This design comes from an exercise in tuning for small area, a short achievable clock period and few clock cycles on the open sky130 flow, not from production work.

==> flow/design.v <==
module udp_rx_demux (
    input  wire        clk,
    input  wire        rst,
    input  wire        in_valid,
    output wire        in_ready,
    input  wire [7:0]  in_data,
    input  wire        in_last,
    output wire        out_valid,
    input  wire        out_ready,
    output wire [7:0]  out_data,
    output wire        out_last,
    output wire        ev_valid,
    output wire [2:0]  ev_kind,
    output wire [2:0]  ev_slot,
    output wire [15:0] ev_sport,
    output wire [15:0] ev_dport,
    output wire [15:0] ev_len,
    input  wire        bind_en,
    input  wire [2:0]  bind_slot,
    input  wire [15:0] bind_port,
    input  wire        deq_en,
    input  wire [2:0]  deq_slot
);
    localparam [2:0] EV_ENQUEUE        = 3'd0,
                     EV_UNRECOGNIZED   = 3'd1,
                     EV_ARP_REPLY      = 3'd2,
                     EV_ARP_SUPPRESSED = 3'd3,
                     EV_NO_PORT        = 3'd4,
                     EV_QUEUE_FULL     = 3'd5;
    reg        first;           
    reg [15:0] cnt;             
    reg        t12;             
    reg        ty_arp, ty_ip;   
    reg [3:0]  ihl;
    reg        dp_done;         
    reg        lkd;             
    reg        lk;              
    reg        pend;            
    reg        rep;             
    reg        arp_seen;
    reg        ev_v;
    reg [2:0]  e_kind, e_slot;
    reg [7:0]  pb [0:3];        
    reg [47:0] mac;             
    reg [15:0] slot_port  [0:7];
    reg        slot_valid [0:7];
    reg [2:0]  slot_count [0:7];
    wire in_fire  = in_valid && in_ready;
    wire out_fire = rep && out_ready;
    wire        near = !first && (cnt[15:7] == 9'd0);
    wire [6:0]  c7    = cnt[6:0];
    wire        at12  = near && c7 == 7'd12;
    wire        at13  = near && c7 == 7'd13;
    wire        at14  = near && c7 == 7'd14;
    wire        at_mac = near && c7 >= 7'd6 && c7 <= 7'd11;
    wire [6:0]  r     = c7 - 7'd14;
    wire        at_u  = near && !r[6] && r[5:2] == ihl;    
    wire        at_ip = near && c7[6:2] == 5'd7;             
    wire        ge33  = !first && (cnt[15:6] != 10'd0 || (cnt[5] && cnt[4:0] != 5'd0));
    wire        ge41  = !first && (cnt[15:6] != 10'd0 || (cnt[5] && cnt[4:0] >= 5'd9));
    wire        dp_now = (dp_done && !first) || (at_u && r[1:0] == 2'd3);
    wire        trig   = ty_ip && !lkd && ge33 && (dp_now || in_last);
    wire        ip_cls = ty_ip && ge33;
    wire        arp_cls = ty_arp && ge41;
    wire [15:0] dport = {pb[2], pb[3]};
    reg  [7:0]  hit;
    reg  [7:0]  first_hit;
    reg  [2:0]  hit_slot;
    reg         hit_full;
    reg         any_lo;
    integer s;
    always @(*) begin
        for (s = 0; s < 8; s = s + 1)
            hit[s] = slot_valid[s] && slot_port[s] == dport;
        any_lo = 1'b0;
        for (s = 0; s < 8; s = s + 1) begin
            first_hit[s] = hit[s] && !any_lo;
            any_lo = any_lo || hit[s];
        end
        hit_slot = 3'd0;
        hit_full = 1'b0;
        for (s = 7; s >= 0; s = s - 1)
            if (hit[s]) begin
                hit_slot = s;
                hit_full = slot_count[s][2];
            end
    end
    reg [7:0] rbyte;
    always @(*) begin
        case (cnt[5:0])
            6'd6, 6'd22:  rbyte = 8'h52;
            6'd7, 6'd23:  rbyte = 8'h54;
            6'd8, 6'd24:  rbyte = 8'h00;
            6'd9, 6'd25:  rbyte = 8'h12;
            6'd10, 6'd26: rbyte = 8'h34;
            6'd11, 6'd27: rbyte = 8'h56;
            6'd12: rbyte = 8'h08;
            6'd13: rbyte = 8'h06;
            6'd14: rbyte = 8'h00;
            6'd15: rbyte = 8'h01;
            6'd16: rbyte = 8'h08;
            6'd17: rbyte = 8'h00;
            6'd18: rbyte = 8'h06;
            6'd19: rbyte = 8'h04;
            6'd20: rbyte = 8'h00;
            6'd21: rbyte = 8'h02;
            6'd28: rbyte = 8'h0a;
            6'd29: rbyte = 8'h00;
            6'd30: rbyte = 8'h02;
            6'd31: rbyte = 8'h0f;
            6'd38: rbyte = pb[0];
            6'd39: rbyte = pb[1];
            6'd40: rbyte = pb[2];
            6'd41: rbyte = pb[3];
            default: rbyte = mac[47:40];    
        endcase
    end
    wire rep_end = cnt[5:0] == 6'd42;
    wire mac_rot = out_fire && !rep_end &&
                   (cnt[5:0] <= 6'd5 || (cnt[5:0] >= 6'd32 && cnt[5:0] <= 6'd37));
    reg [7:0] out_d;
    reg       out_l;
    integer i;
    always @(posedge clk) begin
        if (rst) begin
            first    <= 1'b1;
            lk       <= 1'b0;
            pend     <= 1'b0;
            rep      <= 1'b0;
            arp_seen <= 1'b0;
            ev_v     <= 1'b0;
            for (i = 0; i < 8; i = i + 1)
                slot_valid[i] <= 1'b0;
        end else begin
            ev_v <= 1'b0;
            lk   <= 1'b0;
            if (in_fire) begin
                first <= in_last;
                cnt   <= (first ? 16'd0 : cnt) + 16'd1;
                if (first) begin
                    dp_done <= 1'b0;
                    lkd     <= 1'b0;
                end
                if (at12) t12 <= in_data == 8'h08;
                if (at13) begin
                    ty_arp <= t12 && in_data == 8'h06;
                    ty_ip  <= t12 && in_data == 8'h00;
                end
                if (at14) ihl <= in_data[3:0];
                if (dp_now) dp_done <= 1'b1;
                if (trig) begin
                    lkd <= 1'b1;
                    lk  <= 1'b1;
                end
                if (in_last) begin
                    if (ip_cls) begin
                        if (lkd) ev_v <= 1'b1;
                        else     pend <= 1'b1;
                    end else begin
                        ev_v <= 1'b1;
                        if (arp_cls) begin
                            if (arp_seen) begin
                                e_kind <= EV_ARP_SUPPRESSED;
                            end else begin
                                e_kind   <= EV_ARP_REPLY;
                                arp_seen <= 1'b1;
                                rep      <= 1'b1;
                                cnt      <= 16'd1;
                                out_d    <= mac[47:40];
                                out_l    <= 1'b0;
                            end
                        end else begin
                            e_kind <= EV_UNRECOGNIZED;
                        end
                    end
                end
            end
            if (lk) begin
                if (pend) begin
                    pend <= 1'b0;
                    ev_v <= 1'b1;
                end
                e_slot <= hit_slot;
                if (hit == 8'd0)
                    e_kind <= EV_NO_PORT;
                else if (hit_full)
                    e_kind <= EV_QUEUE_FULL;
                else
                    e_kind <= EV_ENQUEUE;
            end
            if (out_fire) begin
                cnt   <= cnt + 16'd1;
                out_d <= rbyte;
                out_l <= cnt[5:0] == 6'd41;
                if (rep_end) rep <= 1'b0;
            end
            if (bind_en) slot_valid[bind_slot] <= bind_port != 16'd0;
        end
    end
    always @(posedge clk) begin
        for (i = 0; i < 4; i = i + 1)
            if (in_fire) begin
                if (first && i >= 2)
                    pb[i] <= 8'd0;
                else if ((i == 0 && at14) ||
                         (!ty_arp && at_u && r[1:0] == i) || (ty_arp && at_ip && c7[1:0] == i))
                    pb[i] <= in_data;
            end
        if (in_fire && at_mac)
            mac <= {mac[39:0], in_data};
        else if (mac_rot || (in_fire && in_last && arp_cls && !arp_seen))
            mac <= {mac[39:0], mac[47:40]};
    end
    always @(posedge clk) begin
        for (i = 0; i < 8; i = i + 1) begin
            if (bind_en && bind_slot == i) begin
                slot_port[i]  <= bind_port;
                slot_count[i] <= 3'd0;
            end else if (deq_en && deq_slot == i) begin
                if (slot_count[i] != 3'd0)
                    slot_count[i] <= slot_count[i] - 3'd1;
            end else if (lk && first_hit[i] && !slot_count[i][2]) begin
                slot_count[i] <= slot_count[i] + 3'd1;
            end
        end
    end
    assign in_ready  = !pend && !rep;
    assign out_valid = rep;
    assign out_data  = out_d;
    assign out_last  = out_l;
    assign ev_valid  = ev_v;
    assign ev_kind   = e_kind;
    assign ev_slot   = e_slot;
    assign ev_sport  = {pb[0], pb[1]};
    assign ev_dport  = {pb[2], pb[3]};
    assign ev_len    = cnt;
endmodule
clock: 6.0 ns
lec_check: 0
cap_margin: 20
core_margin: 2
core_utilization: 35
place_density: 0.55
setup_slack_margin: 3.5
slew_margin: 20
run.sh (not shown) runs the stock make flow with config.mk's settings and CLKGATE_MAP_FILE= SYNTH_SCRIPT=/design/flow/synth_recipe.tcl, a recipe that flattens the netlist after the stock synthesis.
Next try:
--- a/flow/config.mk
+++ b/flow/config.mk
@@ -12 +11,0 @@
-export SETUP_SLACK_MARGIN = 3.5
=>
- global-route usage shrinks by 2.2 points
- register-to-register slack loses 0.94 ns
- synthesized area is unchanged
No run of this note included a check of the RTL's function; only the layout flow was run.

[what the ideal ports hide]
The flow's constraints put no driver on any port. The routed layouts listed below were extracted and timed again, unchanged, in two steps. Step 1 (the two cells are an assumption about what drives the block):
set clk [get_ports {clk}]
set_driving_cell -lib_cell sky130_fd_sc_hd__clkbuf_16 $clk
set_driving_cell -lib_cell sky130_fd_sc_hd__buf_2 [delete_from_list [all_inputs] $clk]
Step 2 also shifts input and output timing later by t, the mid clock arrival at the registers, as if the neighbouring blocks saw the same clock. Slacks: ideal ports / drivers / drivers and shift; pairs: ideal ports / drivers.
run | t (ns) | setup WS [ns] | hold WS [ns] | worst setup path at the end | worst slew at a driven data input, ns
the first run | 0.602 | 3.310 / 3.289 / 2.914 | 0.420 / 0.420 / 0.420 | input to register | 0.04
the second run | 0.604 | 2.368 / 2.368 / 1.803 | 0.417 / 0.417 / 0.417 | input to register | 0.05
After both steps every run listed still meets setup and hold. For the second run, which loses most, drivers alone change the setup slack by 0.000 ns; drivers and shift together by -0.565 ns.
